Source: an optimization exercise on an open RTL-to-GDS flow (aim: small area, a short achievable clock period and few clock cycles). Production flows keep margins and buffers that such runs may drop. Only simulation tests tie the RTL to the original design; equivalence was not proved.

Setup of lane 1:
==> module phase_step, before the edit <==
module phase_step (
    input  wire [29:0] p,       
    input  wire [30:0] inc,     
    input  wire        smp,     
    input  wire        clr,     
    output reg  [29:0] pn,      
    output wire [25:0] vs,
    output wire        sts
);
    wire [7:0]  ep = {1'b0, p[29:23]};
    wire [7:0]  ei = inc[30:23];
    wire [7:0]  epe = (ep == 8'd0) ? 8'd1 : ep;
    wire [7:0]  eie = (ei == 8'd0) ? 8'd1 : ei;
    wire [23:0] mp = {ep != 8'd0, p[22:0]};
    wire [23:0] mi = {ei != 8'd0, inc[22:0]};
    wire [7:0]  d_ip = eie - epe;
    wire [7:0]  d_pi = epe - eie;
    wire        ip   = (eie > epe);
    wire [7:0]  d    = ip ? d_ip : d_pi;
    wire [7:0]  ex   = ip ? eie : epe;
    wire [23:0] mx   = ip ? mi : mp;
    wire [7:0]  rs  = 8'd126 - epe;
    wire [23:0] msh = (ip | smp) ? mp : mi;
    wire [7:0]  dsh = smp ? rs : d;
    reg  [25:0] v;
    reg         st;
    integer     k;
    always @* begin
        v  = {msh, 2'b00};
        st = 1'b0;
        for (k = 0; k < 5; k = k + 1)
            if (dsh[k]) begin
                st = st | (|(v & ((26'd1 << (1 << k)) - 26'd1)));
                v  = v >> (1 << k);
            end
        if (dsh[7:5] != 3'd0) begin
            v  = 26'd0;
            st = |msh;
        end
    end
    assign vs  = v;
    assign sts = st;
    wire [23:0] s24;
    wire        c24;
    add_cs #(.W(24), .B(8)) u_add (.a(mx), .b(v[25:2]), .ci(1'b0), .s(s24), .co(c24));
    wire        s_lo = v[0] | st;
    wire [23:0] m   = c24 ? {1'b1, s24[23:1]} : s24;
    wire        g   = c24 ? s24[0] : v[1];
    wire        s   = c24 ? (v[1] | s_lo) : s_lo;
    wire        rnd = g & (s | m[0]);
    wire [23:0] mr;
    wire        mco;
    inc_blk #(.W(24), .B(6)) u_rnd (.x(m), .c(rnd), .y(mr), .co(mco));
    wire [8:0]  eq = (mco | mr[23]) ? ({1'b0, ex} + {8'd0, c24} + {8'd0, mco}) : 9'd0;
    wire        isq  = (eq < 9'd127);
    wire [4:0]  kk   = eq[4:0] + 5'd1;               
    wire [22:0] fm   = isq ? 23'h7FFFFF : (23'h7FFFFF >> kk);
    wire [23:0] gq   = {mr[23] & isq, mr[22:0] & fm};
    wire        z4 = ~isq & ~|gq[23:8];
    wire [23:0] n1 = z4 ? {gq[7:0], 16'd0} : gq;
    wire        z3 = ~isq & ~|n1[23:16];
    wire [23:0] n2 = z3 ? {n1[15:0], 8'd0} : n1;
    wire        z2 = ~isq & ~|n2[23:20];
    wire [23:0] n3 = z2 ? {n2[19:0], 4'd0} : n2;
    wire        z1 = ~isq & ~|n3[23:22];
    wire [23:0] n4 = z1 ? {n3[21:0], 2'd0} : n3;
    wire        z0 = ~isq & ~n4[23];
    wire [23:0] n5 = z0 ? {n4[22:0], 1'b0} : n4;
    wire [8:0]  en   = eq - {4'd0, z4, z3, z2, z1, z0};
    wire        zero = clr | (~isq & ((eq >= 9'd150) | ~n5[23]));
    always @* pn = zero ? 30'd0 : {en[6:0], n5[22:0]};
endmodule
clock: 100.0 ns
lec_check: 0
abc_area: 1
cap_margin: 5
core_margin: 2
core_utilization: 60
place_density: 0.7
slew_margin: 5
standard.sh (not shown) runs the stock make flow with config.mk's settings and CLKGATE_MAP_FILE= SYNTH_SCRIPT=/design/flow/synth_recipe.tcl, a recipe that flattens the netlist after the stock synthesis.
==> flow/flow/run.sh <==
#!/bin/bash
# The standard layout (the standard.sh), with two changes to how it is
# made: the ports are buffered with buf_2 rather than the resizer's default
# choice, and repair_timing aims at a setup slack of at least
# SETUP_SLACK_MARGIN ns at the design's own clock period and constraints.
set -euo pipefail
export SETUP_SLACK_MARGIN=79
export BUFFER_PORTS_ARGS="-buffer_cell sky130_fd_sc_hd__buf_2"
bash standard.sh > standard_flow.log 2>&1
Testbench counts of lane 1, summed over its fixed seeds: cycles 49,672.
#### Input delta (lane 2 over lane 1)
--- a/flow/design.v
+++ b/flow/design.v
@@ -10,21 +10,17 @@
     wire [7:0]  ep = {1'b0, p[29:23]};
     wire [7:0]  ei = inc[30:23];
     wire [7:0]  epe = (ep == 8'd0) ? 8'd1 : ep;
     wire [7:0]  eie = (ei == 8'd0) ? 8'd1 : ei;
     wire [23:0] mp = {ep != 8'd0, p[22:0]};
     wire [23:0] mi = {ei != 8'd0, inc[22:0]};
-    wire [7:0]  d_ip = eie - epe;
-    wire [7:0]  d_pi = epe - eie;
     wire        ip   = (eie > epe);
-    wire [7:0]  d    = ip ? d_ip : d_pi;
     wire [7:0]  ex   = ip ? eie : epe;
     wire [23:0] mx   = ip ? mi : mp;
-    wire [7:0]  rs  = 8'd126 - epe;
+    wire [7:0]  dsh = (smp ? 8'd126 : ex) - ((smp | ip) ? epe : eie);
     wire [23:0] msh = (ip | smp) ? mp : mi;
-    wire [7:0]  dsh = smp ? rs : d;
     reg  [25:0] v;
     reg         st;
     integer     k;
     always @* begin
         v  = {msh, 2'b00};
         st = 1'b0;
Results
Against lane 1, lane 2 comes in 0.0078 ns higher on worst-case clock skew.
Lane 2 and lane 1 ended up with nearly the same sequential share of the synthesized area.
Looking at achievable clock frequency across both flows, lane 2 is the weaker of the two, with lane 1 ahead.
Testbench counts of lane 2, summed over its fixed seeds: cycles 49,672.

== before ==
ahb1_refill, a different RTL version from the one above (not shown whole).
Size: about 3100 cells after synthesis, about 170 flip-flops, about 99 I/O pins, ~0.023 mm^2 of cells after synthesis.
// ahb1_refill
module ahb1_refill (
    input  wire        clk,
    input  wire        rst,         
    input  wire        start,       
    input  wire        half,        
    input  wire        depth32,     
    input  wire        wave,        
    input  wire [31:0] inc,         
    output wire        ready,
    output wire        done,
    output wire [31:0] phase,
    output wire        mem_we,
    output wire [9:0]  mem_addr,
    output wire [15:0] mem_wdata
);
==> module phase_step, before the edit <==
module phase_step (
    input  wire [29:0] p,       
    input  wire [30:0] inc,     
    input  wire        smp,     
    input  wire        clr,     
    output reg  [29:0] pn,      
    output wire [25:0] vs,
    output wire        sts
);
    wire [7:0]  ep = {1'b0, p[29:23]};
    wire [7:0]  ei = inc[30:23];
    wire [7:0]  epe = (ep == 8'd0) ? 8'd1 : ep;
    wire [7:0]  eie = (ei == 8'd0) ? 8'd1 : ei;
    wire [23:0] mp = {ep != 8'd0, p[22:0]};
    wire [23:0] mi = {ei != 8'd0, inc[22:0]};
    wire [7:0]  d_ip = eie - epe;
    wire [7:0]  d_pi = epe - eie;
    wire        ip   = ~smp & (eie > epe);
    wire [7:0]  d    = ip ? d_ip : d_pi;
    wire [7:0]  ex   = ip ? eie : epe;
    wire [23:0] mx   = ip ? mi : mp;
    wire [7:0]  rs  = 8'd126 - epe;
    wire [23:0] msh = (ip | smp) ? mp : mi;
    wire [7:0]  dsh = smp ? rs : d;
    reg  [25:0] v;
    reg         st;
    integer     k;
    always @* begin
        v  = {msh, 2'b00};
        st = 1'b0;
        for (k = 0; k < 5; k = k + 1)
            if (dsh[k]) begin
                st = st | (|(v & ((26'd1 << (1 << k)) - 26'd1)));
                v  = v >> (1 << k);
            end
        if (dsh[7:5] != 3'd0) begin
            v  = 26'd0;
            st = |msh;
        end
    end
    assign vs  = v;
    assign sts = st;
    wire [23:0] s24;
    wire        c24;
    wire [25:0] va   = v & {26{~smp}};
    add_cs #(.W(24), .B(8)) u_add (.a(mx), .b(va[25:2]), .ci(1'b0), .s(s24), .co(c24));
    wire        s_lo = va[0] | (st & ~smp);
    wire [23:0] m   = c24 ? {1'b1, s24[23:1]} : s24;
    wire        g   = c24 ? s24[0] : va[1];
    wire        s   = c24 ? (va[1] | s_lo) : s_lo;
    wire        rnd = g & (s | m[0]);
    wire [23:0] mr;
    wire        mco;
    inc_blk #(.W(24), .B(6)) u_rnd (.x(m), .c(rnd), .y(mr), .co(mco));
    wire [8:0]  eq = (mco | mr[23]) ? ({1'b0, ex} + {8'd0, c24} + {8'd0, mco}) : 9'd0;
    wire        isq  = (eq < 9'd127);
    wire [4:0]  kk   = eq[4:0] + 5'd1;               
    wire [22:0] fm   = isq ? 23'h7FFFFF : (23'h7FFFFF >> kk);
    wire [23:0] gq   = {mr[23] & isq, mr[22:0] & fm};
    wire        z4 = ~isq & ~|gq[23:8];
    wire [23:0] n1 = z4 ? {gq[7:0], 16'd0} : gq;
    wire        z3 = ~isq & ~|n1[23:16];
    wire [23:0] n2 = z3 ? {n1[15:0], 8'd0} : n1;
    wire        z2 = ~isq & ~|n2[23:20];
    wire [23:0] n3 = z2 ? {n2[19:0], 4'd0} : n2;
    wire        z1 = ~isq & ~|n3[23:22];
    wire [23:0] n4 = z1 ? {n3[21:0], 2'd0} : n3;
    wire        z0 = ~isq & ~n4[23];
    wire [23:0] n5 = z0 ? {n4[22:0], 1'b0} : n4;
    wire [8:0]  en   = eq - {4'd0, z4, z3, z2, z1, z0};
    wire        zero = clr | (~isq & ((eq >= 9'd150) | ~n5[23]));
    always @* pn = zero ? 30'd0 : {en[6:0], n5[22:0]};
endmodule
==> module ahb1_refill, before the edit <==
module ahb1_refill (
    input  wire        clk,
    input  wire        rst,         
    input  wire        start,       
    input  wire        half,        
    input  wire        depth32,     
    input  wire        wave,        
    input  wire [31:0] inc,         
    output wire        ready,
    output wire        done,
    output wire [31:0] phase,
    output wire        mem_we,
    output wire [9:0]  mem_addr,
    output wire [15:0] mem_wdata
);
    reg        idle_r;      
    reg        done_r;
    reg        wait_r;      
    reg        pre_r;       
    reg        we_r;
    reg [9:0]  addr_r;      
    reg [15:0] wd_r;
    reg [29:0] ph_r;        
    reg [30:0] inc_r;       
    reg        depth_r;
    reg        half_r;
    reg        wave_r;
    reg [25:0] r1;          
    reg [47:0] r2;
    wire [29:0] ph_next;
    wire [25:0] sv;
    wire        sst;
    wire        adv;
    phase_step u_step (.p(ph_r), .inc(inc_r), .smp(~adv), .clr(rst), .pn(ph_next), .vs(sv), .sts(sst));
    wire [25:0] front;
    osc_front u_front (.v(sv), .st(sst), .wave(wave_r), .r(front));
    wire        mid_sign;
    wire [46:0] mid_v;
    osc_mid u_mid (.r(r1), .wave(wave_r), .sign(mid_sign), .V(mid_v));
    wire [46:0] y;
    round24 u_round (.V(r2[46:0]), .Y(y));
    wire        hi;
    wire [15:0] word;
    quant u_quant (.sign(r2[47]), .Y(y), .depth32(depth_r), .hiw(hi), .w(word));
    always @(posedge clk) begin
        if (!adv) r1 <= front;
        r2 <= {mid_sign, mid_v};
    end
    wire [9:0] a_perm = depth_r ? {addr_r[9:2], addr_r[0], addr_r[1]} : addr_r;
    wire [9:0] a_inc  = a_perm + 10'd1;
    wire [9:0] a_next = depth_r ? {a_inc[9:2], a_inc[0], a_inc[1]} : a_inc;
    wire [9:0] a_t    = we_r ? a_next : addr_r;       
    wire       last   = depth_r ? (addr_r[8:0] == 9'h1FF) : (addr_r[7:0] == 8'hFF);
    assign     hi     = depth_r & ~a_t[0];
    wire       run    = ~idle_r & ~wait_r & ~(we_r & last);
    assign     adv    = run & (pre_r ? ~depth_r
                             : depth_r ? (a_t[1:0] == 2'b10)
                             : (a_t[0] & (a_t[7:0] != 8'hFF)));
    assign ready     = idle_r;
    assign done      = done_r;
    assign phase     = {2'b00, ph_r};
    assign mem_we    = we_r;
    assign mem_addr  = addr_r;
    assign mem_wdata = wd_r;
    always @(posedge clk) begin
        if (rst) begin
            idle_r <= 1'b1;
            done_r <= 1'b0;
            wait_r <= 1'b0;
            pre_r  <= 1'b0;
            we_r   <= 1'b0;
        end else begin
            done_r <= 1'b0;
            wait_r <= 1'b0;
            pre_r  <= wait_r;
            if (idle_r) begin
                if (start) begin
                    idle_r <= 1'b0;
                    wait_r <= 1'b1;
                end
            end else if (wait_r) begin
            end else if (we_r && last) begin
                idle_r <= 1'b1;
                done_r <= 1'b1;
                we_r   <= 1'b0;
            end else begin
                if (!pre_r) we_r <= 1'b1;
            end
        end
    end
    always @(posedge clk)
        ph_r <= ph_next;
    always @(posedge clk) begin
        if (idle_r) begin
            inc_r   <= inc[30:0];
            depth_r <= depth32;
            wave_r  <= wave;
            half_r  <= half;
        end
    end
    wire [9:0] base_in = {half & depth32, half & ~depth32, 8'd0};
    wire [9:0] base_r  = {half_r & depth_r, half_r & ~depth_r, 8'd0};
    always @(posedge clk)
        addr_r <= we_r ? a_next : (idle_r ? base_in : base_r);
    always @(posedge clk)
        wd_r <= word;
endmodule
==> flow/config.mk <==
export PLATFORM = sky130hd
export DESIGN_NAME = ahb1_refill
export DESIGN_NICKNAME = ahb1_refill
export VERILOG_FILES = /design/flow/design.v
export SDC_FILE = /design/flow/constraint.sdc
export NUM_CORES = 4
export LEC_CHECK = 0
export ABC_AREA = 1
export CAP_MARGIN = 5
export CORE_MARGIN = 2
export CORE_UTILIZATION = 70
export PLACE_DENSITY = 0.8
export SLEW_MARGIN = 5
==> flow/constraint.sdc <==
create_clock -name core_clock -period 100.0 [get_ports {clk}]
set_input_delay 20.0000 -clock core_clock [delete_from_list [all_inputs] [get_ports {clk}]]
set_output_delay 20.0000 -clock core_clock [all_outputs]
set_load 0.01 [all_outputs]
Scripts as last shown in full above: flow/flow/run.sh
Testbench counts of before, summed over its fixed seeds: cycles 49,672.
The following lists how after was set up differently from before:
--- a/flow/design.v
+++ b/flow/design.v
@@ -12,13 +12,13 @@
     wire [7:0]  epe = (ep == 8'd0) ? 8'd1 : ep;
     wire [7:0]  eie = (ei == 8'd0) ? 8'd1 : ei;
     wire [23:0] mp = {ep != 8'd0, p[22:0]};
     wire [23:0] mi = {ei != 8'd0, inc[22:0]};
     wire [7:0]  d_ip = eie - epe;
     wire [7:0]  d_pi = epe - eie;
-    wire        ip   = ~smp & (eie > epe);
+    wire        ip   = (eie > epe);
     wire [7:0]  d    = ip ? d_ip : d_pi;
     wire [7:0]  ex   = ip ? eie : epe;
     wire [23:0] mx   = ip ? mi : mp;
     wire [7:0]  rs  = 8'd126 - epe;
     wire [23:0] msh = (ip | smp) ? mp : mi;
     wire [7:0]  dsh = smp ? rs : d;
@@ -39,18 +39,17 @@
         end
     end
     assign vs  = v;
     assign sts = st;
     wire [23:0] s24;
     wire        c24;
-    wire [25:0] va   = v & {26{~smp}};
-    add_cs #(.W(24), .B(8)) u_add (.a(mx), .b(va[25:2]), .ci(1'b0), .s(s24), .co(c24));
-    wire        s_lo = va[0] | (st & ~smp);
+    add_cs #(.W(24), .B(8)) u_add (.a(mx), .b(v[25:2]), .ci(1'b0), .s(s24), .co(c24));
+    wire        s_lo = v[0] | st;
     wire [23:0] m   = c24 ? {1'b1, s24[23:1]} : s24;
-    wire        g   = c24 ? s24[0] : va[1];
-    wire        s   = c24 ? (va[1] | s_lo) : s_lo;
+    wire        g   = c24 ? s24[0] : v[1];
+    wire        s   = c24 ? (v[1] | s_lo) : s_lo;
     wire        rnd = g & (s | m[0]);
     wire [23:0] mr;
     wire        mco;
     inc_blk #(.W(24), .B(6)) u_rnd (.x(m), .c(rnd), .y(mr), .co(mco));
     wire [8:0]  eq = (mco | mr[23]) ? ({1'b0, ex} + {8'd0, c24} + {8'd0, mco}) : 9'd0;
     wire        isq  = (eq < 9'd127);
@@ -1029,13 +1028,12 @@
     reg        we_r;
     reg [9:0]  addr_r;      
     reg [15:0] wd_r;
     reg [29:0] ph_r;        
     reg [30:0] inc_r;       
     reg        depth_r;
-    reg        half_r;
     reg        wave_r;
     reg [25:0] r1;          
     reg [47:0] r2;
     wire [29:0] ph_next;
     wire [25:0] sv;
     wire        sst;
@@ -1049,25 +1047,25 @@
     wire [46:0] y;
     round24 u_round (.V(r2[46:0]), .Y(y));
     wire        hi;
     wire [15:0] word;
     quant u_quant (.sign(r2[47]), .Y(y), .depth32(depth_r), .hiw(hi), .w(word));
     always @(posedge clk) begin
-        if (!adv) r1 <= front;
+        r1 <= front;
         r2 <= {mid_sign, mid_v};
     end
     wire [9:0] a_perm = depth_r ? {addr_r[9:2], addr_r[0], addr_r[1]} : addr_r;
     wire [9:0] a_inc  = a_perm + 10'd1;
     wire [9:0] a_next = depth_r ? {a_inc[9:2], a_inc[0], a_inc[1]} : a_inc;
     wire [9:0] a_t    = we_r ? a_next : addr_r;       
     wire       last   = depth_r ? (addr_r[8:0] == 9'h1FF) : (addr_r[7:0] == 8'hFF);
     assign     hi     = depth_r & ~a_t[0];
-    wire       run    = ~idle_r & ~wait_r & ~(we_r & last);
-    assign     adv    = run & (pre_r ? ~depth_r
-                             : depth_r ? (a_t[1:0] == 2'b10)
-                             : (a_t[0] & (a_t[7:0] != 8'hFF)));
+    wire       ld     = depth_r ? ~a_t[1] : ~a_t[0];
+    assign     adv    = pre_r ? ~depth_r
+                      : depth_r ? (a_t[1:0] == 2'b10)
+                      : (a_t[0] & (a_t[7:0] != 8'hFF));
     assign ready     = idle_r;
     assign done      = done_r;
     assign phase     = {2'b00, ph_r};
     assign mem_we    = we_r;
     assign mem_addr  = addr_r;
     assign mem_wdata = wd_r;
@@ -1095,22 +1093,20 @@
             end else begin
                 if (!pre_r) we_r <= 1'b1;
             end
         end
     end
     always @(posedge clk)
-        ph_r <= ph_next;
+        if (rst || (!idle_r && !wait_r && !(we_r && last) && adv))
+            ph_r <= ph_next;
     always @(posedge clk) begin
         if (idle_r) begin
             inc_r   <= inc[30:0];
             depth_r <= depth32;
             wave_r  <= wave;
-            half_r  <= half;
+            addr_r  <= {half & depth32, half & ~depth32, 8'd0};
+        end else begin
+            addr_r  <= a_t;
+            if (ld) wd_r <= word;
         end
     end
-    wire [9:0] base_in = {half & depth32, half & ~depth32, 8'd0};
-    wire [9:0] base_r  = {half_r & depth_r, half_r & ~depth_r, 8'd0};
-    always @(posedge clk)
-        addr_r <= we_r ? a_next : (idle_r ? base_in : base_r);
-    always @(posedge clk)
-        wd_r <= word;
 endmodule
[summary]
- The lower full die area of after and before is in after.
- Share of the synthesized area in compound gates (AO/OA/AOI/OAI) came out lower on after than on before.
- after against before; depth of the worst register-to-register path is up slightly.
- In after, post-synthesis to final-layout area growth is higher than in before.
- Post-synthesis instance total, after and before: higher on before
- Going from before to after, highest clock frequency the design can meet went down; final worst-path cycle share did not really move; cell count did not really move.
- Diff before -> after | count of clock buffers in the final design | increase of 2
- Minimum hold slack was lower in the run labelled after.
- Flops: after fewer than before
Testbench counts of after, summed over its fixed seeds: cycles 49,672.

[port drivers added, routing unchanged]
The flow's constraints put no driver on any port. The routed layouts listed below were extracted and timed again, unchanged, in two steps. Step 1 sets driving cells, clkbuf_16 on the clock port and buf_2 on the other inputs (assumed; they add their load-dependent delay and slew). Step 2 adds t to the input delays and takes it off the output delays; t is the mean of the earliest and latest rising clock arrival at the registers after step 1. Input paths then give back, and output paths get back, about the clock's delay inside the block. Slacks: no drivers / after step 1 / after step 2; pairs: no drivers / after step 1.
| run | t, ns | slack for setup (ns) | hold slack, ns | worst setup path at the end | worst slew at a driven data input, ns |
|---|---|---|---|---|---|
| lane 1 | 0.496 | 78.904 / 78.855 / 78.638 | 0.338 / 0.338 / 0.338 | input to register | 0.04 |
| lane 2 | 0.514 | 78.824 / 78.771 / 78.451 | 0.372 / 0.372 / 0.372 | input to register | 0.04 |
| before | 0.506 | 79.008 / 78.956 / 78.541 | 0.349 / 0.349 / 0.349 | input to register | 0.07 |
| after | 0.498 | 78.903 / 78.849 / 78.554 | 0.334 / 0.334 / 0.334 | input to register | 0.04 |
After both steps setup and hold are still met in every run listed. For before, which loses most, drivers alone change the setup slack by -0.052 ns; drivers and shift together by -0.467 ns.
